Context: an optimization exercise on an open-source flow, tuned for small area. The choices shown serve that exercise and are no tape-out recipe. Where RTL was checked, it was by simulation tests only, not by an equivalence proof against the original. The RTL of run 1 was laid out without a check of its function. Power is estimated from default activity; no workload was simulated.

File: flow/design.v
module spinor_cmd (
    input  wire        clk,
    input  wire        rst_n,
    input  wire [1:0]  ev_kind,
    input  wire [1:0]  ev_wcode,
    input  wire [7:0]  ev_data,
    output reg         rx_valid,
    output reg  [7:0]  rx_data,
    output reg  [3:0]  warn,
    output wire        sink_valid,
    output wire [24:0] sink_off,
    output wire [25:0] sink_len,
    output wire [2:0]  width_hint,
    output wire [24:0] mem_addr,
    input  wire [7:0]  mem_rdata,
    output reg         mem_we,
    output reg  [7:0]  mem_wdata,
    output reg         ers_valid,
    output wire [24:0] ers_base,
    output wire [25:0] ers_len
);
    localparam [2:0] S_IDLE = 3'd0, S_COLL = 3'd1, S_STRM = 3'd2,
                     S_DUMY = 3'd3, S_READ = 3'd4, S_PROG = 3'd5;
    localparam [3:0] C_WRSR = 4'd0, C_WEVCR = 4'd1, C_WVCR = 4'd2, C_WEAR = 4'd3,
                     C_WNVCR = 4'd4, C_AAI = 4'd5, C_RD = 4'd6, C_RDX2 = 4'd7,
                     C_RDX5 = 4'd8, C_DRD = 4'd9, C_PROG = 4'd10, C_E4 = 4'd11,
                     C_E32 = 4'd12, C_E64 = 4'd13;
    reg [2:0]  st;
    reg [24:0] pbuf;           
    reg [27:0] cur;            
    reg [16:0] dirty_pg;
    reg        dirty_v;
    reg        wel, rst_en, a4b, aai;
    reg [7:0]  ear, vcfg, evcfg;
    reg [15:0] nvcfg;
    reg [1:0]  lines_lg;
    reg        h2, h4;
    reg        s8, s12, s15, s16, s25;    
    assign width_hint = {h4, h2, ~(h4 | h2)};
    assign sink_valid = s8 | s12 | s15 | s16 | s25;
    assign sink_len   = {s25, 8'd0, s16, s15, 2'd0, s12, 3'd0, s8, 8'd0};
    assign sink_off   = {pbuf[24:16], pbuf[15] & ~s16, pbuf[14:12] & ~{3{s15 | s16}},
                         pbuf[11:8] & {4{s8}}, 8'd0};
    assign mem_addr   = cur[27:3];
    wire xfer = rst_n & (ev_kind == 2'd1);
    wire sel  = rst_n & (ev_kind == 2'd2);
    wire bw   = rst_n & (ev_kind == 2'd3) & (ev_data[1:0] != 2'd3);
    wire [7:0] op = ev_data;
    wire [3:0] w      = 4'd1 << ev_wcode;
    wire [7:0] umask  = ~(8'hFF << w);
    wire [2:0] o_al   = cur[2:0] & ~(w[2:0] - 3'd1);
    wire [2:0] sh     = 3'd0 - o_al - w[2:0];         
    wire [7:0] fold   = (mem_rdata >> sh) & umask;
    wire [7:0] txs    = (ev_data & umask) << sh;
    wire [7:0] msk    = umask << sh;
    wire [27:0] cur_next = {cur[27:3], o_al} + {24'd0, w};
    wire [16:0] cur_pg = cur[27:11];
    reg        k_known;
    always @(*) begin
        case (op)
            8'h01, 8'h02, 8'h03, 8'h04, 8'h05, 8'h06, 8'h0B, 8'h0C, 8'h12, 8'h13,
            8'h16, 8'h17, 8'h20, 8'h21, 8'h32, 8'h3B, 8'h3C, 8'h3E, 8'h52, 8'h5C,
            8'h60, 8'h61, 8'h65, 8'h66, 8'h6B, 8'h6C, 8'h70, 8'h81, 8'h85, 8'h90,
            8'h99, 8'h9F, 8'hA2, 8'hAD, 8'hB1, 8'hB5, 8'hB7, 8'hBB, 8'hBC, 8'hC5,
            8'hC7, 8'hC8, 8'hD8, 8'hDC, 8'hE9, 8'hEB, 8'hEC: k_known = 1'b1;
            default: k_known = 1'b0;
        endcase
    end
    reg        k_h2, k_h4, k_v4;
    reg [3:0]  k_cls;
    always @(*) begin
        k_h2 = 1'b0; k_h4 = 1'b0;
        case (op)
            8'h3B, 8'h3C, 8'hBB, 8'hBC, 8'hA2:        k_h2 = 1'b1;
            8'h6B, 8'h6C, 8'hEB, 8'hEC, 8'h32, 8'h3E: k_h4 = 1'b1;
            default: ;
        endcase
        case (op)
            8'h0C, 8'h12, 8'h13, 8'h21, 8'h3C, 8'h3E, 8'h5C, 8'h6C, 8'hBC, 8'hDC,
            8'hEC: k_v4 = 1'b1;
            default: k_v4 = 1'b0;
        endcase
        case (op)
            8'h01:                      k_cls = C_WRSR;
            8'h61:                      k_cls = C_WEVCR;
            8'h81:                      k_cls = C_WVCR;
            8'hC5, 8'h17:               k_cls = C_WEAR;
            8'hB1:                      k_cls = C_WNVCR;
            8'hAD:                      k_cls = C_AAI;
            8'h03, 8'h13:               k_cls = C_RD;
            8'hBB, 8'hBC:               k_cls = C_RDX2;
            8'hEB, 8'hEC:               k_cls = C_RDX5;
            8'h0B, 8'h0C, 8'h3B, 8'h3C, 8'h6B, 8'h6C: k_cls = C_DRD;
            8'h02, 8'h12, 8'h32, 8'h3E, 8'hA2: k_cls = C_PROG;
            8'h20, 8'h21:               k_cls = C_E4;
            8'h52, 8'h5C:               k_cls = C_E32;
            default:                    k_cls = C_E64;
        endcase
    end
    reg [7:0] resp;
    reg [3:0] r_next;
    reg       r_end;
    always @(*) begin
        r_next = pbuf[3:0] + 4'd1;
        r_end  = 1'b0;
        case (pbuf[3:0])
            4'd0:  begin resp = {6'd0, wel, 1'b0}; r_next = 4'd0; end
            4'd1:  begin resp = {7'h40, a4b};      r_next = 4'd1; end
            4'd2:  begin resp = ear;       r_end = 1'b1; end
            4'd3:  resp = 8'h20;
            4'd4:  resp = 8'hBA;
            4'd5:  resp = 8'h19;
            4'd6:  resp = 8'h10;
            4'd7:  begin resp = 8'h44;     r_end = 1'b1; end
            4'd8:  resp = 8'h20;
            4'd9:  begin resp = 8'h18;     r_end = 1'b1; end
            4'd10: resp = nvcfg[7:0];
            4'd11: begin resp = nvcfg[15:8]; r_end = 1'b1; end
            4'd12: begin resp = vcfg;      r_end = 1'b1; end
            default: begin resp = evcfg;   r_end = 1'b1; end
        endcase
    end
    wire [3:0] cls = rx_data[7:4];
    wire [3:0] cnt = rx_data[3:0];
    wire       shift_en = (cls == C_RDX2) ? (cnt > 4'd2) :
                          (cls == C_RDX5) ? (cnt > 4'd5) : 1'b1;
    wire [24:0] tgt = shift_en ? {pbuf[16:0], ev_data} : pbuf;
    wire       last = (cnt == 4'd1);
    reg [2:0]  n_st;
    reg [24:0] n_pbuf;
    reg [27:0] n_cur;
    reg [16:0] n_dirty_pg;
    reg        n_dirty_v, n_wel, n_rst_en, n_a4b, n_aai;
    reg [7:0]  n_ear, n_vcfg, n_evcfg;
    reg [15:0] n_nvcfg;
    reg [1:0]  n_lines;
    reg        n_h2, n_h4;
    reg        n_rxv;
    reg [7:0]  n_rxd;
    reg [3:0]  n_warn;
    reg        n_s8, n_s12, n_s15, n_s16, n_s25;
    reg        e_bulk;
    always @(*) begin
        n_st = st; n_pbuf = pbuf; n_cur = cur; n_dirty_pg = dirty_pg; n_dirty_v = dirty_v;
        n_wel = wel; n_rst_en = rst_en; n_a4b = a4b; n_aai = aai;
        n_ear = ear; n_vcfg = vcfg; n_evcfg = evcfg; n_nvcfg = nvcfg;
        n_lines = lines_lg; n_h2 = h2; n_h4 = h4;
        n_rxv = 1'b0; n_rxd = rx_data; n_warn = 4'd0;
        n_s8 = 1'b0; n_s12 = 1'b0; n_s15 = 1'b0; n_s16 = 1'b0; n_s25 = 1'b0;
        mem_we = 1'b0; mem_wdata = mem_rdata & (txs | ~msk);
        ers_valid = 1'b0; e_bulk = 1'b0;
        if (xfer) begin
            case (st)
            S_IDLE: begin
                n_rst_en = (op == 8'h66);
                n_pbuf = {24'd0, ear[0]};
                if (!k_known) begin
                    n_warn[0] = 1'b1;
                end else begin
                    n_h2 = k_h2; n_h4 = k_h4;
                    case (op)
                    8'h06: n_wel = 1'b1;
                    8'h04: begin n_wel = 1'b0; n_aai = 1'b0; end
                    8'h66: ;
                    8'h99: if (rst_en) begin
                        n_wel   = 1'b0;
                        n_aai   = 1'b0;
                        n_vcfg  = {nvcfg[15:12], (nvcfg[11:9] == 3'b111), 1'b0, 2'b11};
                        n_evcfg = {nvcfg[3], nvcfg[2], 1'b0, 1'b1, 1'b1, 3'b111};
                        n_a4b   = ~nvcfg[0];
                        n_ear   = {7'd0, ~nvcfg[1]};
                    end
                    8'hB7: n_a4b = 1'b1;
                    8'hE9: n_a4b = 1'b0;
                    8'hC7, 8'h60: begin
                        if (!wel) n_warn[1] = 1'b1;
                        else begin ers_valid = 1'b1; e_bulk = 1'b1; n_s25 = 1'b1; end
                    end
                    8'h05: begin n_st = S_STRM; n_pbuf[3:0] = 4'd0; end
                    8'h70: begin n_st = S_STRM; n_pbuf[3:0] = 4'd1; end
                    8'h16, 8'hC8: begin n_st = S_STRM; n_pbuf[3:0] = 4'd2; end
                    8'h9F: begin n_st = S_STRM; n_pbuf[3:0] = 4'd3; end
                    8'h90: begin n_st = S_STRM; n_pbuf[3:0] = 4'd8; end
                    8'hB5: begin n_st = S_STRM; n_pbuf[3:0] = 4'd10; end
                    8'h85: begin n_st = S_STRM; n_pbuf[3:0] = 4'd12; end
                    8'h65: begin n_st = S_STRM; n_pbuf[3:0] = 4'd13; end
                    8'h01, 8'h61, 8'h81, 8'hC5, 8'h17: begin
                        n_st = S_COLL; n_rxd = {k_cls, 4'd1};
                    end
                    8'hB1: begin n_st = S_COLL; n_rxd = {k_cls, 4'd2}; end
                    8'hAD: begin
                        if (aai) n_st = S_PROG;
                        else begin n_st = S_COLL; n_rxd = {k_cls, 4'd3}; end
                    end
                    default: begin
                        n_st = S_COLL;
                        n_rxd = {k_cls, ((k_v4 | a4b) ? 4'd4 : 4'd3) +
                                        ((k_cls == C_RDX2) ? 4'd2 : (k_cls == C_RDX5) ? 4'd5 : 4'd0)};
                    end
                    endcase
                end
            end
            S_COLL: begin
                n_pbuf = tgt;
                n_rxd[3:0] = cnt - 4'd1;
                if (last) begin
                    n_st = S_IDLE;
                    case (cls)
                    C_WRSR:  n_wel = 1'b0;
                    C_WEVCR: if (wel) n_evcfg = ev_data;
                    C_WVCR:  if (wel) n_vcfg = ev_data;
                    C_WEAR:  if (wel) n_ear = ev_data;
                    C_WNVCR: if (wel) n_nvcfg = {ev_data, pbuf[7:0]};
                    default: begin
                        n_cur = {tgt, 3'b000};
                        case (cls)
                        C_AAI: begin n_aai = 1'b1; n_st = S_PROG; end
                        C_RD, C_RDX2, C_RDX5: n_st = S_READ;
                        C_DRD: begin
                            if (vcfg[7:4] != 4'd0) begin
                                n_st = S_DUMY; n_rxd = {4'd0, vcfg[7:4]};
                            end else n_st = S_READ;
                        end
                        C_PROG: n_st = S_PROG;
                        default: begin
                            if (!wel) n_warn[1] = 1'b1;
                            else begin
                                ers_valid = 1'b1;
                                n_s12 = (cls == C_E4);
                                n_s15 = (cls == C_E32);
                                n_s16 = (cls == C_E64);
                                n_warn[2] = (cls == C_E32);
                            end
                        end
                        endcase
                    end
                    endcase
                end
            end
            S_STRM: begin
                n_rxv = 1'b1;
                n_rxd = resp;
                n_pbuf[3:0] = r_next;
                if (r_end) n_st = S_IDLE;
            end
            S_READ: begin
                n_rxv = 1'b1;
                n_rxd = fold;
                n_cur = cur_next;
            end
            S_PROG: begin
                if (!wel) n_warn[1] = 1'b1;
                else begin
                    n_warn[3] = |(txs & ~mem_rdata);
                    mem_we = 1'b1;
                    if (dirty_v && dirty_pg != cur_pg) begin
                        n_s8 = 1'b1;
                        n_pbuf[24:8] = dirty_pg;
                    end
                    n_dirty_v = 1'b1;
                    n_dirty_pg = cur_pg;
                end
                n_cur = cur_next;
            end
            default: begin  
                n_rxd[5:0] = rx_data[5:0] - 6'd1;
                if (rx_data[5:0] == 6'd1) n_st = S_READ;
            end
            endcase
        end else if (sel) begin
            n_st = S_IDLE;
            n_h2 = 1'b0; n_h4 = 1'b0;
            if (!ev_data[0] && dirty_v) begin
                n_s8 = 1'b1;
                n_pbuf[24:8] = dirty_pg;
                n_dirty_v = 1'b0;
            end
        end else if (bw) begin
            if (st == S_DUMY && ev_data[1:0] != lines_lg) begin
                case ({lines_lg, ev_data[1:0]})
                    4'b01_00, 4'b10_01: n_rxd[5:0] = {rx_data[4:0], 1'b0};
                    4'b10_00:           n_rxd[5:0] = {rx_data[3:0], 2'b00};
                    4'b00_01, 4'b01_10: n_rxd[5:0] = {1'b0, rx_data[5:1]} + {5'd0, rx_data[0]};
                    default:            n_rxd[5:0] = {2'b00, rx_data[5:2]} + {5'd0, |rx_data[1:0]};
                endcase
            end
            n_lines = ev_data[1:0];
        end
    end
    assign ers_len  = {e_bulk, 8'd0, n_s16, n_s15, 2'd0, n_s12, 12'd0};
    assign ers_base = e_bulk ? 25'd0 :
                      {tgt[24:16], tgt[15] & ~n_s16, tgt[14:12] & ~{3{n_s15 | n_s16}}, 12'd0};
    always @(posedge clk) begin
        if (!rst_n) begin
            st <= S_IDLE;
            dirty_v <= 1'b0;
            wel <= 1'b0; rst_en <= 1'b0; aai <= 1'b0;
            nvcfg <= 16'h8FFF;
            vcfg  <= 8'h8B;
            evcfg <= 8'hDF;
            a4b   <= 1'b0;
            ear   <= 8'h00;
            lines_lg <= 2'd0;
            h2 <= 1'b0; h4 <= 1'b0;
            rx_valid <= 1'b0;
            warn <= 4'd0;
            s8 <= 1'b0; s12 <= 1'b0; s15 <= 1'b0; s16 <= 1'b0; s25 <= 1'b0;
        end else begin
            st <= n_st;
            dirty_v <= n_dirty_v;
            wel <= n_wel; rst_en <= n_rst_en; aai <= n_aai;
            nvcfg <= n_nvcfg; vcfg <= n_vcfg; evcfg <= n_evcfg;
            a4b <= n_a4b; ear <= n_ear;
            lines_lg <= n_lines;
            h2 <= n_h2; h4 <= n_h4;
            rx_valid <= n_rxv;
            warn <= n_warn;
            s8 <= n_s8; s12 <= n_s12; s15 <= n_s15; s16 <= n_s16; s25 <= n_s25;
        end
    end
    always @(posedge clk) begin
        pbuf <= n_pbuf;
        cur <= n_cur;
        dirty_pg <= n_dirty_pg;
        rx_data <= n_rxd;
    end
endmodule
File: flow/run.sh
#!/bin/bash
# synth_recipe.tcl (not shown) runs the flow's synth.tcl, then flattens the netlist and writes it again
# the make line also repeats each setting of config.mk as NAME=value (left out here)
make -C /OpenROAD-flow-scripts/flow DESIGN_CONFIG=/design/flow/config.mk WORK_HOME=/design/flow/orfs CLKGATE_MAP_FILE= SYNTH_SCRIPT=/design/flow/synth_recipe.tcl finish
File: flow/config.mk
export PLATFORM = sky130hd
export DESIGN_NAME = spinor_cmd
export DESIGN_NICKNAME = spinor_cmd
export VERILOG_FILES = /design/flow/design.v
export SDC_FILE = /design/flow/constraint.sdc
export NUM_CORES = 4
export LEC_CHECK = 0
export CAP_MARGIN = 20
export CORE_MARGIN = 2
export CORE_UTILIZATION = 60
export CTS_BUF_LIST = sky130_fd_sc_hd__clkbuf_8
export CTS_CLUSTER_DIAMETER = 100
export CTS_CLUSTER_SIZE = 40
export SLEW_MARGIN = 20
File: flow/constraint.sdc
create_clock -name core_clock -period 10.0 [get_ports {clk}]
set_input_delay 2.0000 -clock core_clock [delete_from_list [all_inputs] [get_ports {clk}]]
set_output_delay 2.0000 -clock core_clock [all_outputs]
set_load 0.01 [all_outputs]
==> summary.txt, run 1 <==
I/O Pins between 150 and 200; post-CTS setup buffer count 0; Worst setup EP type output pin; placed cells 1531; # DRC 0; clock-pin slew on the worst setup and hold paths 0.08 ns; worst slew pin tran 1.14 ns; met2 Use GR 54.1%; largest net degree at the start of global routing 39; Post-DRT Antenna Nets 0; Mapped Area 0.0107 sq mm; Max Cap Violations 0; RePlAce Congestion roughly 0.97; most frequent cells in the layout nand2_1 (133), nor2_1 (125), clkdlybuf4s50_1 (112); skew final 0.0142 ns; commonest non-fill, non-tap cell in the layout nand2_1; drt pass-1 iters 8; status timing/DRC/antenna clean; Die ar. about 0.019 sq mm; met1 usage 50.9%; Max Freq 0.132 GHz; clk root buf clkbuf_8; Die W ~140 um; I/O Buffers 112; register bit total from synthesis 140; Crit path arrival time 5.56 ns; via count approximately 10000; Ys Warns 1; Mapped Avg Cell Area slightly above 8 sq um; fin crit share 75.6%; Primary FF master, synth edfxtp_1; CP Data Required Time 8.00 ns; grt peak-use layer met2; Leak 4.41 nW; GR Util met3 7.69%; die height 138 um; post-DP HPWL 24.2 mm; final worst slack 2.44 ns; Critical Path Fanout Max 16; Synth top area share a little over a fifth; post-synthesis instance total 1311; CTS tree done; RSZ-0062 raised after global routing no; Final setup viols 0; Worst slew margin 23.8%; Post-synth EDFFs 78; Synth async-reset ratio 0%; ant diodes 0; power per cell area 105 mW/mm^2; pre-CTS setup slack 2.48 ns; Clk Latency, worst-skew pair roughly 0.46 ns; max-slew violations 0; WL per Instance 21.7 um; Rows 48; vias in the first global route ~8600; Synth area leaders edfxtp_1 (22%), dfxtp_1 (12%), buf_4 (7.9%); clock tree sinks between 100 and 150; final WL 34.0 mm; first-pass GRT wire length 51.0 mm; Hold Crit Class flop to flop; net count reported at finish around 1400; Critical Path Start Type input pin; gr ovfl total 0; Starting DRT DRC Count around 1300; total CTS buffers 17; Area Growth Syn to Fin 8.99%; Yosys cell types 81; PostCTS Resize Cnt 0; sequential share of the synthesized area 33.5%; CTS Buffer Depth 2; initial antenna violation count 0; Setup TNS 0 ns; fin cells 1563; Synth area leader edfxtp_1; Via density 6.42; minimum clock period 7.56 ns; share of layout cells above drive strength 1 roughly 5.6%; Core Region 0.0174 sq mm; final hold viol count 0; WS Path Type input pin to output pin; Fillers 1467; worst vdd ir 0.0000831 V; Initial Util a little over 60%; GRT Resource Usage Total 35.7%; H-tree depth reported by CTS 4; cts-stage hold buffer count 0
## power breakdown
part	leakage [nW]	switching, mW	internal, mW
logic	3.01	0.118	0.0653
clock network	0.182	0.233	0.191
registers	1.22	0.00589	0.608
## cells by family after synthesis
logic type	after synthesis	share of synthesized area, %
multiplexers	60	5.78
adder cells (fa/ha/maj)	19	2.29
flip-flops	140	33.5
XOR/XNOR	55	4.50
other	1	0.0350
AND/OR/NAND/NOR	509	23.7
buffers and inverters	230	12.2
AO/OA/AOI/OAI	297	18.0
## state kept, by name, summed over array words and instances (netlist names)
name and flops:
a4b 1, aai 1, cur 28, dirty_pg 17, dirty_v 1, ear 8, evcfg 8, h2 1
h4 1, lines_lg 2, nvcfg 16, pbuf 25, rst_en 1, rx_data 8, rx_valid 1, s12 1
s15 1, s16 1, s25 1, s8 1, st 3, vcfg 8, warn 4, wel 1
## synthesized netlist by cell type (11+ instances only)
cell and count:
nand2_1 133, nor2_1 125, buf_4 112, a21oi_1 78
edfxtp_1 78, o21ai_0 64, dfxtp_1 62, clkbuf_1 57
mux2i_1 55, nand3_1 51, nor3_1 49, inv_1 32
xor2_1 28, xnor2_1 27, a211oi_1 21, o211ai_1 20
and2_1 18, and3_1 18, ha_1 18, buf_2 17
nand2b_1 17, nor2b_1 16, a31oi_1 15, nor4_1 13
buf_1 12, a221oi_1 11
## layer usage
metal | up-vias | part of all wire, %
met5 | - | 0
met4 | 0 | 2.5
met3 | 73 | 12
met2 | 685 | 45
met1 | 4693 | 41
li1 | 4581 | -
## final timing paths
path                                  start           end  depth (start not counted)  slack [ns]
worst min register to register      vcfg[2]       vcfg[2]                          2        0.45
worst max-delay path            ev_wcode[1]  mem_wdata[7]                          9        2.44
worst min-delay path                vcfg[2]       vcfg[2]                          2        0.45
worst max register to register   rx_data[0]      pbuf[13]                          7        6.77
## layout make-up
class | count | area (sq um) | area share, %
Inverter | 32 | 120 | 1.03
Tap cell | 225 | 282 | 2.41
Clock buffer | 17 | 234 | 2.01
Clock inverter | 15 | 106 | 0.912
Timing Repair Buffer | 131 | 1260 | 10.8
Multi-Input combinational cell | 1003 | 6080 | 52.1
Sequential cell | 140 | 3580 | 30.7
## per-stage QoR
| stage | util [%] | instance area [sq um] | hold slack [ns] | total power, mW |
|---|---|---|---|---|
| after detailed placement | 65.2 | 11300 | 0.444 | 0.804 |
| after global placement | 65.2 | 11300 | 0.441 | 0.804 |
| after global routing | 67.2 | 11700 | 0.490 | 1.26 |
| final | 67.2 | 11700 | 0.454 | 1.22 |
| after CTS | 67.2 | 11700 | 0.455 | 1.21 |
| after floorplan | - | 10900 | 0.432 | 0.763 |
## worst max-delay path, cell delays in order
cell and delay [ns]:
clkdlybuf4s50_1 0.82, inv_1 0.24, nor2_1 0.16, ha_1 0.29, xnor2_1 0.18, xnor2_1 0.77, mux2_2 0.43, o21a_1 0.18
clkdlybuf4s50_1 0.47
==> run 2, diff against run 1 <==
--- a/flow/design.v
+++ b/flow/design.v
@@ -140,6 +140,7 @@
     reg [3:0]  n_warn;
     reg        n_s8, n_s12, n_s15, n_s16, n_s25;
     reg        e_bulk;
+    reg [7:0]  sc;
     always @(*) begin
         n_st = st; n_pbuf = pbuf; n_cur = cur; n_dirty_pg = dirty_pg; n_dirty_v = dirty_v;
         n_wel = wel; n_rst_en = rst_en; n_a4b = a4b; n_aai = aai;
@@ -149,6 +150,7 @@
         n_s8 = 1'b0; n_s12 = 1'b0; n_s15 = 1'b0; n_s16 = 1'b0; n_s25 = 1'b0;
         mem_we = 1'b0; mem_wdata = mem_rdata & (txs | ~msk);
         ers_valid = 1'b0; e_bulk = 1'b0;
+        sc = 8'd0;
         if (xfer) begin
             case (st)
             S_IDLE: begin
@@ -277,12 +279,9 @@
             end
         end else if (bw) begin
             if (st == S_DUMY && ev_data[1:0] != lines_lg) begin
-                case ({lines_lg, ev_data[1:0]})
-                    4'b01_00, 4'b10_01: n_rxd[5:0] = {rx_data[4:0], 1'b0};
-                    4'b10_00:           n_rxd[5:0] = {rx_data[3:0], 2'b00};
-                    4'b00_01, 4'b01_10: n_rxd[5:0] = {1'b0, rx_data[5:1]} + {5'd0, rx_data[0]};
-                    default:            n_rxd[5:0] = {2'b00, rx_data[5:2]} + {5'd0, |rx_data[1:0]};
-                endcase
+                sc = {2'd0, rx_data[5:0]} << lines_lg;
+                sc = (sc + ~(8'hFF << ev_data[1:0])) >> ev_data[1:0];
+                n_rxd[5:0] = sc[5:0];
             end
             n_lines = ev_data[1:0];
         end
==> flow/config.mk (replaced) <==
export PLATFORM = sky130hd
export DESIGN_NAME = spinor_cmd
export DESIGN_NICKNAME = spinor_cmd
export VERILOG_FILES = /design/flow/design.v
export SDC_FILE = /design/flow/constraint.sdc
export NUM_CORES = 4
export LEC_CHECK = 0
export CAP_MARGIN = 20
export CORE_MARGIN = 2
export CORE_UTILIZATION = 40
export SLEW_MARGIN = 20
==> run 2 against run 1 <==
Effect of this change:
- fmax is 1.3% lower
- still clean on timing, DRC and antenna
- worst setup slack worse by 0.10 ns
- synthesized cell count is 0.99% lower
- combinational power is 11% higher
- clock power is 54% higher
- critical path type unchanged
- die area is 54% higher
- global-route usage is 11 points lower
- register-to-register slack worse by 0.18 ns
- final area is 8.0% higher
- first-iteration DRC count is 20% lower
- routed wire length is 6.6% higher
==> summary.txt, run 2 <==
vias in the first global route 9142 (was 8632); final worst slack 2.34 ns (was 2.44 ns); register bit total from synthesis 140 (unchanged); CTS Buffer Depth 2 (unchanged); Final setup viols 0 (unchanged); share of layout cells above drive strength 1 7.27% (was 5.61%); Fillers 2754 (was 1467); Post-DRT Antenna Nets 0 (unchanged); WS Path Type input pin to output pin (unchanged); Die W 171 um (was 138 um); Setup TNS 0 ns (unchanged); Yosys cell types 96 (was 81); cts-stage hold buffer count 0 (unchanged); worst-path cell with the longest stage delay clkdlybuf4s50_1 (unchanged); fin cells 1712 (was 1563); WL per Instance 21.1 um (was 21.7 um); post-CTS setup buffer count 0 (unchanged); Hold Crit Class flop to flop (unchanged); cells along the critical path clkdlybuf4s50_1 > or2_2 > ha_1 > clkinv_1 > o21ai_0 > o21ai_0 > a21boi_0 > clkdlybuf4s50_1 (was clkdlybuf4s50_1 > inv_1 > nor2_1 > ha_1 > xnor2_1 > xnor2_1 > mux2_2 > o21a_1 > clkdlybuf4s50_1); gr ovfl total 0 (unchanged); Mapped Area 0.0111 sq mm (was 0.0107 sq mm); max FFs per register 28 (unchanged); Critical Path Start Type input pin (unchanged); Synth top area share 21.0% (was 21.9%); drt pass-1 iters 8 (unchanged); status timing/DRC/antenna clean (unchanged); net count reported at finish 1362 (was 1366); Area Growth Syn to Fin 13.1% (was 8.99%); Starting DRT DRC Count 1004 (was 1255); Mapped Avg Cell Area 8.58 sq um (was 8.16 sq um); CP Data Required Time 8.00 ns (about the same); clk root buf clkbuf_16 (was clkbuf_8); Crit path arrival time 5.66 ns (was 5.56 ns); Clk Latency, worst-skew pair 0.43 ns (was 0.46 ns); largest net degree at the start of global routing 58 (was 39); Synth area leaders edfxtp_1 (21%), dfxtp_1 (11%), buf_4 (7.4%) (was edfxtp_1 (22%), dfxtp_1 (12%), buf_4 (7.9%)); final WL 36.2 mm (was 34.0 mm); slowest stage delay, CP 0.72 ns (was 0.82 ns); power per cell area 117 mW/mm^2 (was 105 mW/mm^2); Post-synth top cells nand2_1 (125), buf_4 (110), nor2_1 (91), edfxtp_1 (78), o21ai_0 (69) (was nand2_1 (133), nor2_1 (125), buf_4 (112), a21oi_1 (78), edfxtp_1 (78)); Primary FF master, synth edfxtp_1 (unchanged); Via density 5.88 (was 6.42); Max Cap Violations 0 (unchanged); total CTS buffers 17 (unchanged); RSZ-0062 raised after global routing no (unchanged); ant diodes 0 (unchanged); worst vdd ir 0.000103 V (was 0.0000831 V); Worst setup EP type output pin (unchanged); Max Freq 0.131 GHz (was 0.132 GHz); H-tree depth reported by CTS 4 (unchanged); # DRC 0 (unchanged); Leak 4.62 nW (was 4.41 nW); clock-pin slew on the worst setup and hold paths 0.07 ns (was 0.08 ns); die height 171 um (was 138 um); I/O Pins 176 (unchanged); skew final 0.0129 ns (was 0.0142 ns); Top Registers cur: 28 flops, pbuf: 25 flops, dirty_pg: 17 flops (unchanged); Worst slew margin 33.0% (was 23.8%); max-slew violations 0 (unchanged); Ys Warns 1 (unchanged); Post-synth EDFFs 78 (unchanged); post-synthesis instance total 1298 (was 1311); Die ar. 0.0292 sq mm (was 0.0189 sq mm); most frequent cells in the layout nand2_1 (125), clkdlybuf4s50_1 (112), nor2_1 (89) (was nand2_1 (133), nor2_1 (125), clkdlybuf4s50_1 (112)); Synth async-reset ratio 0% (unchanged); pre-CTS setup slack 2.35 ns (was 2.48 ns); fin crit share 76.6% (was 75.6%); post-DP HPWL 25.8 mm (was 24.2 mm); Top reg by flops cur (unchanged); initial antenna violation count 0 (unchanged); Rows 61 (was 48); Critical Path Fanout Max 20 (was 16); Design Power 1.47 mW (was 1.22 mW); GRT Resource Usage Total 24.6% (was 35.7%); first-pass GRT wire length 55.6 mm (was 51.0 mm); Core Region 0.0276 sq mm (was 0.0174 sq mm); sequential share of the synthesized area 32.2% (was 33.5%); worst slew pin tran 1.00 ns (was 1.14 ns); top-count cell post-synth nand2_1 (unchanged); via count 10071 (was 10032); Initial Util 40.3% (was 61.7%); Synth area leader edfxtp_1 (unchanged); CTS tree done (unchanged); minimum clock period 7.66 ns (was 7.56 ns); commonest non-fill, non-tap cell in the layout nand2_1 (unchanged); PostCTS Resize Cnt 0 (unchanged); clock tree sinks 140 (unchanged); final hold viol count 0 (unchanged); I/O Buffers 112 (unchanged); RePlAce Congestion 0.952 (was 0.971); placed cells 1680 (was 1531)
-- run 2: report_power, final --
| part | switching (mW) | internal [mW] | total (mW) | leakage [nW] |
|---|---|---|---|---|
| clock network | 0.297 | 0.357 | 0.654 | 0.288 |
| logic | 0.126 | 0.0773 | 0.203 | 3.11 |
| registers | 0.00757 | 0.609 | 0.617 | 1.22 |
-- run 2: stage by stage --
stage | hold WS [ns] | area, sq um | utilization (%)
final | 0.475 | 12600 | 45.6
after global routing | 0.495 | 12600 | 45.6
after CTS | 0.474 | 12600 | 45.6
after detailed placement | 0.464 | 12000 | 43.4
after global placement | 0.457 | 12000 | 43.4
after floorplan | 0.441 | 11400 | -
-- run 2: final timing paths --
kind | slack (ns) | depth (start not counted) | to | start
max | 2.34 | 8 | mem_wdata[7] | ev_wcode[1]
min | 0.48 | 2 | vcfg[2] | vcfg[2]
max reg2reg | 6.59 | 8 | rx_data[4] | pbuf[0]
min reg2reg | 0.48 | 2 | vcfg[2] | vcfg[2]
-- run 2: kinds of logic after synthesis --
kind of cell / synth area share, %
AO/OA/AOI/OAI: 18.0
XOR/XNOR: 4.56
adder cells (fa/ha/maj): 2.27
buffers and inverters: 11.6
flip-flops: 32.2
multiplexers: 8.58
other: 0.0337
AND/OR/NAND/NOR: 22.7
-- run 2: area by class of cell --
class / instances / area (sq um) / area share, %
flip-flops and latches: 140 / 3580 / 28.4
inverters: 29 / 109 / 0.864
well taps: 378 / 473 / 3.75
clock buffers: 17 / 425 / 3.38
clock inverters: 15 / 170 / 1.35
repair buffers: 137 / 1310 / 10.4
multi-input cells: 996 / 6530 / 51.8
-- run 2: critical path, delay by kind of cell --
kind / cells / cell delay (ns)
adder cells (fa/ha/maj): 1 / 0.70
buffers and inverters: 3 / 1.72
AO/OA/AOI/OAI: 3 / 0.76
AND/OR/NAND/NOR: 1 / 0.48
-- run 2: layer usage --
layer  vias to the layer above  track usage [%]  routed length (um)
li1                       4619                -                   -
met1                      4884             35.3               16400
met2                       507             38.8               16400
met3                        61             3.12                2510
met4                         0             7.15                 864
met5                         -                0                   0
==> run 3, diff against run 2 <==
--- a/flow/design.v
+++ b/flow/design.v
@@ -6,7 +6,7 @@
     input  wire [7:0]  ev_data,
     output reg         rx_valid,
     output reg  [7:0]  rx_data,
-    output reg  [3:0]  warn,
+    output wire [3:0]  warn,
     output wire        sink_valid,
     output wire [24:0] sink_off,
     output wire [25:0] sink_len,
@@ -36,6 +36,8 @@
     reg [1:0]  lines_lg;
     reg        h2, h4;
     reg        s8, s12, s15, s16, s25;    
+    reg        w0, w1, w3;
+    assign warn = {w3, s15, w1, w0};    
     assign width_hint = {h4, h2, ~(h4 | h2)};
     assign sink_valid = s8 | s12 | s15 | s16 | s25;
     assign sink_len   = {s25, 8'd0, s16, s15, 2'd0, s12, 3'd0, s8, 8'd0};
@@ -53,7 +55,16 @@
     wire [7:0] fold   = (mem_rdata >> sh) & umask;
     wire [7:0] txs    = (ev_data & umask) << sh;
     wire [7:0] msk    = umask << sh;
-    wire [27:0] cur_next = {cur[27:3], o_al} + {24'd0, w};
+    wire [3:0]  off_next = {1'b0, o_al} + w;
+    wire [25:0] cy;
+    wire [27:0] cur_next;
+    assign cy[0] = off_next[3];
+    assign cur_next[2:0] = off_next[2:0];
+    genvar gi;
+    generate for (gi = 0; gi < 25; gi = gi + 1) begin : g_inc
+        assign cy[gi+1] = cy[gi] & cur[3+gi];
+        assign cur_next[3+gi] = cur[3+gi] ^ cy[gi];
+    end endgenerate
     wire [16:0] cur_pg = cur[27:11];
     reg        k_known;
     always @(*) begin
@@ -140,7 +151,6 @@
     reg [3:0]  n_warn;
     reg        n_s8, n_s12, n_s15, n_s16, n_s25;
     reg        e_bulk;
-    reg [7:0]  sc;
     always @(*) begin
         n_st = st; n_pbuf = pbuf; n_cur = cur; n_dirty_pg = dirty_pg; n_dirty_v = dirty_v;
         n_wel = wel; n_rst_en = rst_en; n_a4b = a4b; n_aai = aai;
@@ -150,7 +160,6 @@
         n_s8 = 1'b0; n_s12 = 1'b0; n_s15 = 1'b0; n_s16 = 1'b0; n_s25 = 1'b0;
         mem_we = 1'b0; mem_wdata = mem_rdata & (txs | ~msk);
         ers_valid = 1'b0; e_bulk = 1'b0;
-        sc = 8'd0;
         if (xfer) begin
             case (st)
             S_IDLE: begin
@@ -231,7 +240,6 @@
                                 n_s12 = (cls == C_E4);
                                 n_s15 = (cls == C_E32);
                                 n_s16 = (cls == C_E64);
-                                n_warn[2] = (cls == C_E32);
                             end
                         end
                         endcase
@@ -279,9 +287,12 @@
             end
         end else if (bw) begin
             if (st == S_DUMY && ev_data[1:0] != lines_lg) begin
-                sc = {2'd0, rx_data[5:0]} << lines_lg;
-                sc = (sc + ~(8'hFF << ev_data[1:0])) >> ev_data[1:0];
-                n_rxd[5:0] = sc[5:0];
+                case ({lines_lg, ev_data[1:0]})
+                    4'b01_00, 4'b10_01: n_rxd[5:0] = {rx_data[4:0], 1'b0};
+                    4'b10_00:           n_rxd[5:0] = {rx_data[3:0], 2'b00};
+                    4'b00_01, 4'b01_10: n_rxd[5:0] = {1'b0, rx_data[5:1]} + {5'd0, rx_data[0]};
+                    default:            n_rxd[5:0] = {2'b00, rx_data[5:2]} + {5'd0, |rx_data[1:0]};
+                endcase
             end
             n_lines = ev_data[1:0];
         end
@@ -302,7 +313,7 @@
             lines_lg <= 2'd0;
             h2 <= 1'b0; h4 <= 1'b0;
             rx_valid <= 1'b0;
-            warn <= 4'd0;
+            w0 <= 1'b0; w1 <= 1'b0; w3 <= 1'b0;
             s8 <= 1'b0; s12 <= 1'b0; s15 <= 1'b0; s16 <= 1'b0; s25 <= 1'b0;
         end else begin
             st <= n_st;
@@ -313,7 +324,7 @@
             lines_lg <= n_lines;
             h2 <= n_h2; h4 <= n_h4;
             rx_valid <= n_rxv;
-            warn <= n_warn;
+            w0 <= n_warn[0]; w1 <= n_warn[1]; w3 <= n_warn[3];
             s8 <= n_s8; s12 <= n_s12; s15 <= n_s15; s16 <= n_s16; s25 <= n_s25;
         end
     end
==> flow/flow/run.sh (new file) <==
#!/bin/bash
# Own layout flow:
#  1. the standard synthesis (standard.sh synth), unchanged;
#  2. the combinational logic between its registers re-mapped for area with
#     ABC (the registers keep their instances, names and cell types), and the
#     result proved equal to the standard netlist; if the proof fails the
#     standard netlist is kept;
#  3. the standard ORFS layout (standard.sh), with buf_1 port buffers and a
#     clock tree of clkbuf_8 without dummy loads.
# Each tool's full output goes to a log_*.txt file in the work folder.
set -uo pipefail
W=$(pwd)
F=$W/flow
R=$W/orfs/results/$FLOW_PLATFORM/spinor_cmd/base
YOSYS=$FLOW_HOME/../tools/install/yosys/bin/yosys
LIB=$FLOW_HOME/platforms/$FLOW_PLATFORM/lib/sky130_fd_sc_hd__tt_025C_1v80.lib

bash standard.sh synth > $W/log_1_synth.txt 2>&1 || { echo "standard synthesis failed"; exit 1; }
cp $R/1_2_yosys.v $W/synth_standard.v

subst() {
  sed -e "s#@LIB@#$LIB#g" -e "s#@IN@#$W/synth_standard.v#g" -e "s#@OUT@#$W/synth_remap.v#g" \
      -e "s#@ABC@#$F/remap.abc#g" -e "s#@TOP@#$FLOW_TOP#g" "$1" > "$2"
}
subst $F/remap.ys $W/remap.ys
subst $F/equiv.ys $W/equiv.ys
if $YOSYS -s $W/remap.ys > $W/log_2_remap.txt 2>&1 && \
   $YOSYS -s $W/equiv.ys > $W/log_3_equiv.txt 2>&1; then
  echo "re-mapped netlist proved equal; using it"
  cp $W/synth_remap.v $R/1_2_yosys.v
  rm -f $R/1_synth.odb $R/1_synth.sdc
else
  echo "re-mapping not used"
fi

export BUFFER_PORTS_ARGS="-buffer_cell sky130_fd_sc_hd__buf_1"
export CTS_ARGS="-sink_clustering_enable -repair_clock_nets -dont_use_dummy_load -buf_list sky130_fd_sc_hd__clkbuf_8"
bash standard.sh > $W/log_4_layout.txt 2>&1 || { echo "layout failed"; tail -20 $W/log_4_layout.txt; exit 1; }
echo "layout done"
==> flow/flow/equiv.ys (new file) <==
# Prove the re-mapped netlist equal to the standard one (registers paired by name).
read_liberty -ignore_miss_func @LIB@
read_verilog @IN@
rename @TOP@ gold
read_verilog @OUT@
rename @TOP@ gate
hierarchy -check
flatten gold gate
opt_clean
equiv_make gold gate eq
hierarchy -top eq
equiv_simple -seq 2
equiv_induct -seq 2
equiv_status -assert
==> flow/flow/remap.abc (new file) <==
strash
&get -n
&deepsyn -T 30
&put
dch -f
amap
mfs2
strash
dch -f
amap
==> flow/flow/remap.ys (new file) <==
# Re-map the combinational logic of the standard synthesis for area. The
# flip-flops and tie cells are kept as they are (same instances and names).
read_liberty -ignore_miss_func @LIB@
read_verilog @IN@
hierarchy -top @TOP@
setattr -mod -set keep_hierarchy 1 sky130_fd_sc_hd__*df* sky130_fd_sc_hd__*dl* sky130_fd_sc_hd__conb_1
flatten
opt_clean -purge
abc -liberty @LIB@ -dont_use sky130_fd_sc_hd__lpflow_bleeder_1 -dont_use sky130_fd_sc_hd__lpflow_clkbufkapwr_1 -dont_use sky130_fd_sc_hd__lpflow_clkbufkapwr_16 -dont_use sky130_fd_sc_hd__lpflow_clkbufkapwr_2 -dont_use sky130_fd_sc_hd__lpflow_clkbufkapwr_4 -dont_use sky130_fd_sc_hd__lpflow_clkbufkapwr_8 -dont_use sky130_fd_sc_hd__lpflow_clkinvkapwr_1 -dont_use sky130_fd_sc_hd__lpflow_clkinvkapwr_16 -dont_use sky130_fd_sc_hd__lpflow_clkinvkapwr_2 -dont_use sky130_fd_sc_hd__lpflow_clkinvkapwr_4 -dont_use sky130_fd_sc_hd__lpflow_clkinvkapwr_8 -dont_use sky130_fd_sc_hd__lpflow_decapkapwr_12 -dont_use sky130_fd_sc_hd__lpflow_decapkapwr_3 -dont_use sky130_fd_sc_hd__lpflow_decapkapwr_4 -dont_use sky130_fd_sc_hd__lpflow_decapkapwr_6 -dont_use sky130_fd_sc_hd__lpflow_decapkapwr_8 -dont_use sky130_fd_sc_hd__lpflow_inputiso0n_1 -dont_use sky130_fd_sc_hd__lpflow_inputiso0p_1 -dont_use sky130_fd_sc_hd__lpflow_inputiso1n_1 -dont_use sky130_fd_sc_hd__lpflow_inputiso1p_1 -dont_use sky130_fd_sc_hd__lpflow_inputisolatch_1 -dont_use sky130_fd_sc_hd__lpflow_isobufsrc_1 -dont_use sky130_fd_sc_hd__lpflow_isobufsrc_16 -dont_use sky130_fd_sc_hd__lpflow_isobufsrc_2 -dont_use sky130_fd_sc_hd__lpflow_isobufsrc_4 -dont_use sky130_fd_sc_hd__lpflow_isobufsrc_8 -dont_use sky130_fd_sc_hd__lpflow_isobufsrckapwr_16 -dont_use sky130_fd_sc_hd__lpflow_lsbuf_lh_hl_isowell_tap_1 -dont_use sky130_fd_sc_hd__lpflow_lsbuf_lh_hl_isowell_tap_2 -dont_use sky130_fd_sc_hd__lpflow_lsbuf_lh_hl_isowell_tap_4 -dont_use sky130_fd_sc_hd__lpflow_lsbuf_lh_isowell_4 -dont_use sky130_fd_sc_hd__lpflow_lsbuf_lh_isowell_tap_1 -dont_use sky130_fd_sc_hd__lpflow_lsbuf_lh_isowell_tap_2 -dont_use sky130_fd_sc_hd__lpflow_lsbuf_lh_isowell_tap_4 -dont_use sky130_fd_sc_hd__probe_p_8 -dont_use sky130_fd_sc_hd__probec_p_8  -script @ABC@
opt_clean -purge
hilomap -singleton -hicell sky130_fd_sc_hd__conb_1 HI -locell sky130_fd_sc_hd__conb_1 LO
rename -hide w:*.*
select @TOP@
tee -o @OUT@.stat stat -liberty @LIB@
write_verilog -noattr -nohex -nodec -selected @OUT@
==> flow/standard.sh (new file) <==
#!/bin/bash
# synth_recipe.tcl (not shown) runs the flow's synth.tcl, then flattens the netlist and writes it again
# the make line also repeats each setting of config.mk as NAME=value (left out here)
make -C /OpenROAD-flow-scripts/flow DESIGN_CONFIG=/design/flow/config.mk WORK_HOME=/design/flow/orfs CLKGATE_MAP_FILE= SYNTH_SCRIPT=/design/flow/synth_recipe.tcl "${@:-finish}"
removed: flow/run.sh
==> run 3 against run 2 <==
Effect of this change:
- still clean on timing, DRC and antenna
- global-route usage is 5.7 points higher
- sequential power shrank 1%
- final cell count decreased by 17%
- sequential share of layout area rose by 11 points
- critical path depth rose by 4
- flip-flop and latch count fell by 1
- fmax rose by 5.4%
- worst hold slack got worse by 0.014 ns
- register-to-register slack lost 1.2 ns
- area after synthesis decreased by 31%
- clock power down 47%
- largest power group is now sequential cells
==> summary.txt, run 3 <==
reg2reg start cur[2] (was pbuf[0]); Via density 6.01 (was 5.88); gr ovfl total 0 (unchanged); post-synthesis instance total 960 (was 1298); HP Start ear[7] (was vcfg[2]); initial antenna violation count 0 (unchanged); Worst setup EP type output pin (unchanged); skew final 0.0393 ns (was 0.0129 ns); Post-DRT Antenna Nets 0 (unchanged); Critical R2R Capture cur[27] (was rx_data[4]); I/O Pins 176 (unchanged); clk root buf clkbuf_8 (was clkbuf_16); Top Registers cur: 28 flops, pbuf: 25 flops, dirty_pg: 17 flops (unchanged); CTS Buffer Depth 2 (unchanged); worst slew pin tran 0.884 ns (was 1.00 ns); most frequent cells in the layout nor2_1 (195), clkinv_1 (125), buf_1 (112) (was nand2_1 (125), clkdlybuf4s50_1 (112), nor2_1 (89)); largest net degree at the start of global routing 41 (was 58); CP Buf/Inv Count 7 (was 3); clock tree sinks 139 (was 140); fin crit share 72.6% (was 76.6%); Max Cap Violations 0 (unchanged); CP Data Required Time 8.00 ns (about the same); vias in the first global route 7840 (was 9142); Worst path depth 12 (was 8); final WL 31.3 mm (was 36.2 mm); minimum clock period 7.26 ns (was 7.66 ns); pre-CTS setup slack 2.82 ns (was 2.35 ns); max-slew violations 0 (unchanged); final hold viol count 0 (unchanged); worst-path cell with the longest stage delay nor2_1 (was clkdlybuf4s50_1); cts-stage hold buffer count 0 (unchanged); WS Path Type input pin to output pin (unchanged); commonest non-fill, non-tap cell in the layout nor2_1 (was nand2_1); # DRC 0 (unchanged); Top reg by flops cur (unchanged); Clk Latency, worst-skew pair 0.48 ns (was 0.43 ns); Reg2Reg Depth 23 (was 8); Critical Path Fanout Max 13 (was 20); worst-case hold path end point ear[7] (was vcfg[2]); Critical Path Start Type input pin (unchanged); cells along the critical path buf_1 > clkinv_1 > nor3_1 > buf_4 > clkinv_1 > nor2_1 > clkinv_1 > nor3_1 > buf_4 > or2_0 > nor2_1 > buf_1 (was clkdlybuf4s50_1 > or2_2 > ha_1 > clkinv_1 > o21ai_0 > o21ai_0 > a21boi_0 > clkdlybuf4s50_1); die height 143 um (was 171 um); Worst path top cell family by delay buffers and inverters (unchanged); R2R Setup Slk 5.41 ns (was 6.59 ns); Max Freq 0.138 GHz (was 0.131 GHz); slowest stage delay, CP 0.43 ns (was 0.72 ns); Die ar. 0.0205 sq mm (was 0.0292 sq mm); RePlAce Congestion 1.00 (was 0.952); power per cell area 119 mW/mm^2 (was 117 mW/mm^2); Final setup viols 0 (unchanged); Leak 3.02 nW (was 4.62 nW); final worst slack 2.74 ns (was 2.34 ns); Mapped Area 0.00773 sq mm (was 0.0111 sq mm); Crit path arrival time 5.26 ns (was 5.66 ns); status timing/DRC/antenna clean (unchanged); Ys Warns 1 (unchanged); clock-pin slew on the worst setup and hold paths 0.05 ns (was 0.07 ns); PostCTS Resize Cnt 0 (unchanged); via count 8512 (was 10071); CTS tree done (unchanged); max FFs per register 28 (unchanged); final cell area excluding filler cells 0.00901 sq mm (was 0.0126 sq mm); Design Power 1.07 mW (was 1.47 mW); Initial Util 41.1% (was 40.3%); RSZ-0062 raised after global routing no (unchanged); post-DP HPWL 23.5 mm (was 25.8 mm); Setup TNS 0 ns (unchanged); GRT Resource Usage Total 30.4% (was 24.6%); Core Region 0.0188 sq mm (was 0.0276 sq mm); first-pass GRT wire length 46.4 mm (was 55.6 mm); Area Growth Syn to Fin 16.6% (was 13.1%); crit-path most repeated cell clkinv_1; total CTS buffers 17 (unchanged); I/O Buffers 112 (unchanged); net count reported at finish 1181 (was 1362); Hold Path Cell Cnt 2 (unchanged); Starting DRT DRC Count 1158 (was 1004); Die W 143 um (was 171 um); Mapped Avg Cell Area 8.05 sq um (was 8.58 sq um); Rows 50 (was 61); share of layout cells above drive strength 1 2.59% (was 7.27%); drt pass-1 iters 6 (was 8); Hold Crit Class flop to flop (unchanged); worst vdd ir 0.0000844 V (was 0.000103 V); post-CTS setup buffer count 0 (unchanged); H-tree depth reported by CTS 4 (unchanged); Post-DP Area 0.00878 sq mm (was 0.0120 sq mm); ant diodes 0 (unchanged); WL per Instance 22.1 um (was 21.1 um); Worst slew margin 40.3% (was 33.0%); Critical Path Start rst_n (was ev_wcode[1])
==> run 3: how the worst max path moves through the flow <==
| stage | endpoint |
|---|---|
| floorplan | ers_base[13] |
| global route | ers_base[13] |
| global placement | ers_base[13] |
| CTS | ers_base[13] |
| finish | ers_base[13] |
| detailed placement | ers_base[13] |
==> run 3: cell type report <==
| type | instances | area, sq um |
|---|---|---|
| inverters | 125 | 469 |
| clock buffers | 17 | 234 |
| flip-flops and latches | 139 | 3560 |
| well taps | 260 | 325 |
| multi-input cells | 753 | 3920 |
| fillers | 1954 | 9820 |
| repair buffers | 123 | 503 |
==> run 3: power by group <==
part           internal, mW  total, mW  switching [mW]
logic                0.0286      0.117          0.0881
registers             0.605      0.611         0.00569
clock network         0.150      0.348           0.198
==> run 3: worst register-to-register path, cell delays in order, from the launching register on <==
cell	delay (ns)
edfxtp_1	0.38
nor2_1	0.52
clkinv_1	0.36
and3_1	0.27
and3_1	0.19
and3_1	0.19
and2_0	0.20
and3_1	0.20
nand2_1	0.10
clkinv_1	0.10
and3_1	0.21
nand2_1	0.10
nor2_1	0.07
nand2_1	0.11
nor2_1	0.08
and3_1	0.20
and3_1	0.20
nand2_1	0.09
nor2_1	0.08
nand2_1	0.10
clkinv_1	0.10
and3_1	0.21
o21ai_0	0.17
o22ai_1	0.09
==> run 3: routing by layer <==
layer	wire length (um)	GRT usage, %	up-vias	part of all wire, %
met5	0	0	-	0
li1	-	-	3885	-
met3	3310	8.05	74	11
met4	930	10.2	0	3.0
met1	13200	41.8	4016	42
met2	13900	46.4	537	44
==> run 3: stage by stage <==
stage / std cells / hold WS [ns] / utilization (%)
after CTS: 1417 / 0.462 / 47.9
after floorplan: 1022 / 0.418 / -
final: 1417 / 0.462 / 47.9
after global placement: 1400 / 0.438 / 46.6
after global routing: 1417 / 0.491 / 47.9
after detailed placement: 1400 / 0.448 / 46.6
==> run 4, diff against run 3 <==
==> flow/flow/run.sh (replaced) <==
#!/bin/bash
# Own layout flow:
#  1. the standard synthesis (standard.sh synth), unchanged;
#  2. the combinational logic between its registers re-mapped for area with
#     ABC, four runs with different seeds, keeping the smallest; the
#     registers keep their instances, names and cell types, and the result is
#     proved equal to the standard netlist (if the proof fails the standard
#     netlist is kept);
#  3. the standard ORFS layout (standard.sh) with buf_1 port buffers, one tie
#     cell per constant instead of one per load, and a clock tree of
#     clkbuf_8 buffers without dummy loads.
# Each tool's full output goes to a log_*.txt file in the work folder.
set -uo pipefail
W=$(pwd)
F=$W/flow
R=$W/orfs/results/$FLOW_PLATFORM/spinor_cmd/base
YOSYS=$FLOW_HOME/../tools/install/yosys/bin/yosys
LIB=$FLOW_HOME/platforms/$FLOW_PLATFORM/lib/sky130_fd_sc_hd__tt_025C_1v80.lib

bash standard.sh synth > $W/log_1_synth.txt 2>&1 || { echo "standard synthesis failed"; exit 1; }
cp $R/1_2_yosys.v $W/synth_standard.v

subst() {
  sed -e "s#@LIB@#$LIB#g" -e "s#@IN@#$W/synth_standard.v#g" -e "s#@OUT@#$W/synth_remap$3.v#g" \
      -e "s#@ABC@#$F/remap$3.abc#g" -e "s#@TOP@#$FLOW_TOP#g" "$1" > "$2"
}
for s in 0 1 2 3; do
  subst $F/remap.ys $W/remap$s.ys $s
  $YOSYS -s $W/remap$s.ys > $W/log_2_remap$s.txt 2>&1 &
done
wait
best=""; best_area=""
for s in 0 1 2 3; do
  a=$(awk '/Chip area/ {print $NF}' $W/synth_remap$s.v.stat 2>/dev/null)
  echo "remap seed $s: area ${a:-failed}"
  if [[ -n "$a" ]] && { [[ -z "$best_area" ]] || awk "BEGIN{exit !($a < $best_area)}"; }; then best=$s; best_area=$a; fi
done
if [[ -n "$best" ]]; then
  subst $F/equiv.ys $W/equiv.ys $best
  if $YOSYS -s $W/equiv.ys > $W/log_3_equiv.txt 2>&1; then
    echo "re-mapped netlist (seed $best) proved equal; using it"
    cp $W/synth_remap$best.v $R/1_2_yosys.v
    rm -f $R/1_synth.odb $R/1_synth.sdc
  else
    echo "equivalence not proved; keeping the standard netlist"
  fi
fi

export BUFFER_PORTS_ARGS="-buffer_cell sky130_fd_sc_hd__buf_1"
export SKIP_REPAIR_TIE_FANOUT=1
export CTS_ARGS="-sink_clustering_enable -repair_clock_nets -dont_use_dummy_load -buf_list {sky130_fd_sc_hd__clkbuf_8}"
bash standard.sh > $W/log_4_layout.txt 2>&1 || { echo "layout failed"; tail -20 $W/log_4_layout.txt; exit 1; }
echo "layout done"
==> flow/flow/remap0.abc (new file) <==
strash
&get -n
&deepsyn -J 10 -S 0
&put
dch -f
amap -F 3 -A 8
mfs2
strash
dch -f
amap -F 3 -A 8
==> flow/flow/remap1.abc (new file) <==
strash
&get -n
&deepsyn -J 10 -S 1
&put
dch -f
amap -F 3 -A 8
mfs2
strash
dch -f
amap -F 3 -A 8
==> flow/flow/remap2.abc (new file) <==
strash
&get -n
&deepsyn -J 10 -S 2
&put
dch -f
amap -F 3 -A 8
mfs2
strash
dch -f
amap -F 3 -A 8
==> flow/flow/remap3.abc (new file) <==
strash
&get -n
&deepsyn -J 10 -S 3
&put
dch -f
amap -F 3 -A 8
mfs2
strash
dch -f
amap -F 3 -A 8
removed: flow/flow/remap.abc
==> run 4 against run 3 <==
Effect of this change:
- fmax shrank 4.2%
- non-clock buffer count grew 2
- worst hold slack lost 0.011 ns
- worst setup slack lost 0.32 ns
- utilization shrank 1.4 points
- routed wire length shrank 0.89%
- critical path depth is the same
- sequential share of layout area grew 1.3 points
==> summary.txt, run 4 <==
status timing/DRC/antenna clean (unchanged); Critical Path Start Type input pin (unchanged); Via density 6.38 (was 6.01); worst vdd ir 0.0000966 V (was 0.0000844 V); most frequent cells in the layout nor2_1 (170), clkinv_1 (131), buf_1 (112) (was nor2_1 (195), clkinv_1 (125), buf_1 (112)); clock-pin slew on the worst setup and hold paths 0.07 ns (was 0.05 ns); Critical R2R Capture cur[27] (unchanged); Leak 2.77 nW (was 3.02 nW); H-tree depth reported by CTS 4 (unchanged); Rows 50 (unchanged); ant diodes 0 (unchanged); final core occ 46.5% (was 47.9%); GRT Resource Usage Total 30.2% (was 30.4%); Crit path arrival time 5.58 ns (was 5.26 ns); Setup TNS 0 ns (unchanged); worst-case hold path end point rst_en (was ear[7]); Ys Warns 1 (unchanged); reg2reg start cur[1] (was cur[2]); Hold Path Cell Cnt 2 (unchanged); Hold WS 0.451 ns (was 0.462 ns); Top Registers cur: 28 flops, pbuf: 25 flops, dirty_pg: 17 flops (unchanged); Worst setup EP type output pin (unchanged); Top reg by flops cur (unchanged); Mapped Avg Cell Area 8.12 sq um (was 8.05 sq um); post-DP HPWL 23.7 mm (was 23.5 mm); Max Freq 0.132 GHz (was 0.138 GHz); placed cells 1301 (was 1400); Die W 143 um (about the same); Reg2Reg Depth 25 (was 23); I/O Pins 176 (unchanged); Worst slew margin 33.4% (was 40.3%); via count 8414 (was 8512); die height 143 um (about the same); share of layout cells above drive strength 1 3.14% (was 2.59%); max FFs per register 28 (unchanged); Clk Latency, worst-skew pair 0.47 ns (was 0.48 ns); skew final 0.0393 ns (about the same); worst slew pin tran 0.992 ns (was 0.884 ns); final hold viol count 0 (unchanged); cts-stage hold buffer count 0 (unchanged); total CTS buffers 17 (unchanged); Area Growth Syn to Fin 13.5% (was 16.6%); CTS tree done (unchanged); RSZ-0062 raised after global routing no (unchanged); CP Data Required Time 8.00 ns (about the same); Mapped Area 0.00769 sq mm (was 0.00773 sq mm); post-CTS setup buffer count 0 (unchanged); first-pass GRT wire length 46.1 mm (was 46.4 mm); Post-DRT Antenna Nets 0 (unchanged); Die ar. 0.0203 sq mm (was 0.0205 sq mm); gr ovfl total 0 (unchanged); clk root buf clkbuf_8 (unchanged); R2R Setup Slk 5.33 ns (was 5.41 ns); fin cells 1318 (was 1417); Critical Path Fanout Max 13 (unchanged); I/O Buffers 112 (unchanged); initial antenna violation count 0 (unchanged); Core Region 0.0188 sq mm (about the same); WS Path Type input pin to output pin (unchanged); Starting DRT DRC Count 1108 (was 1158); power per cell area 123 mW/mm^2 (was 119 mW/mm^2); max-slew violations 0 (unchanged); Post-DP Area 0.00849 sq mm (was 0.00878 sq mm); fin crit share 75.8% (was 72.6%); Max Cap Violations 0 (unchanged); Initial Util 41.0% (was 41.1%); PostCTS Resize Cnt 0 (unchanged); # DRC 0 (unchanged); WL per Instance 23.5 um (was 22.1 um); net count reported at finish 1108 (was 1181); Hold Crit Class flop to flop (unchanged); Final setup viols 0 (unchanged); RePlAce Congestion 0.993 (was 1.00); minimum clock period 7.58 ns (was 7.26 ns); CTS Buffer Depth 2 (unchanged); drt pass-1 iters 9 (was 6); clock tree sinks 139 (unchanged); vias in the first global route 7671 (was 7840); commonest non-fill, non-tap cell in the layout nor2_1 (unchanged); post-synthesis instance total 947 (was 960); final cell area excluding filler cells 0.00873 sq mm (was 0.00901 sq mm); final WL 31.0 mm (was 31.3 mm); largest net degree at the start of global routing 64 (was 41); HP Start rst_en (was ear[7])
## run 4: layout make-up
cell class / instances / area [sq um]
fillers: 1944 / 10000
repair buffers: 125 / 518
multi-input cells: 672 / 3630
inverters: 131 / 492
well taps: 234 / 293
flip-flops and latches: 139 / 3560
clock buffers: 17 / 234
## run 4: critical path, cell delays in order
cell and delay, ns:
buf_1 0.07, buf_4 0.22, clkinv_1 0.21, nor3_1 0.80, clkinv_1 0.62, nor2_1 0.40
clkinv_1 0.27, nor3_2 0.23, buf_4 0.24, or2_0 0.26, nor2_1 0.10, buf_1 0.15
## run 4: metrics by stage
step                power [mW]  setup WS (ns)
CTS                       1.07           2.53
detailed placement       0.737           2.55
global placement         0.739           2.74
global route              1.10           2.09
finish                    1.07           2.42
floorplan                0.692           3.36
## run 4: layer usage
layer / GRT usage [%] / vias to the layer above / part of all wire [%]
li1: - / 3807 / -
met1: 43.3 / 4021 / 44
met2: 47.0 / 523 / 45
met3: 5.40 / 63 / 9.4
met4: 8.44 / 0 / 2.3
met5: 0 / - / 0
## run 4: power by group
group	switching [mW]	leakage [nW]	internal, mW
logic	0.0879	1.44	0.0295
clock network	0.192	0.122	0.150
registers	0.00572	1.20	0.605
total	0.285	2.77	0.784
## run 4: worst max path at each step
stage | slack (ns) | end | startpoint | cells past startpoint
detailed placement | 2.55 | ers_base[12] | rst_n | 11
global placement | 2.74 | ers_base[12] | rst_n | 11
global route | 2.09 | ers_base[12] | rst_n | 12
floorplan | 3.36 | ers_base[13] | rst_n | 8
CTS | 2.53 | ers_base[12] | rst_n | 11
finish | 2.42 | ers_base[12] | rst_n | 12

[what the ideal ports hide]
The results above use ideal ports. As a check the final layouts listed here were re-extracted and re-timed, cells and wires unchanged. Step 1: set_driving_cell puts a clkbuf_16 on clk and a buf_2 on each other input, an assumption about the parent block. Step 2 adds t to the input delays and takes it off the output delays; t is the mean of the earliest and latest rising clock arrival at the registers after step 1. Input paths then give back, and output paths get back, about the clock's delay inside the block. Slacks: no drivers / after step 1 / after step 2; pairs: no drivers / after step 1.
run | t (ns) | slack for setup (ns) | hold slack, ns | latest minus earliest clock arrival (ns) | cell pins on the clock port's net
run 1 | 0.502 | 2.442 / 2.421 / 2.421 | 0.454 / 0.454 / 0.454 | 0.014 / 0.014 | 1
run 2 | 0.476 | 2.342 / 2.321 / 2.321 | 0.475 / 0.475 / 0.475 | 0.012 / 0.013 | 1
run 3 | 0.493 | 2.738 / 2.715 / 2.715 | 0.462 / 0.462 / 0.462 | 0.046 / 0.045 | 1
run 4 | 0.490 | 2.419 / 2.396 / 2.396 | 0.451 / 0.451 / 0.451 | 0.039 / 0.040 | 1
After both steps every run listed still meets setup and hold.
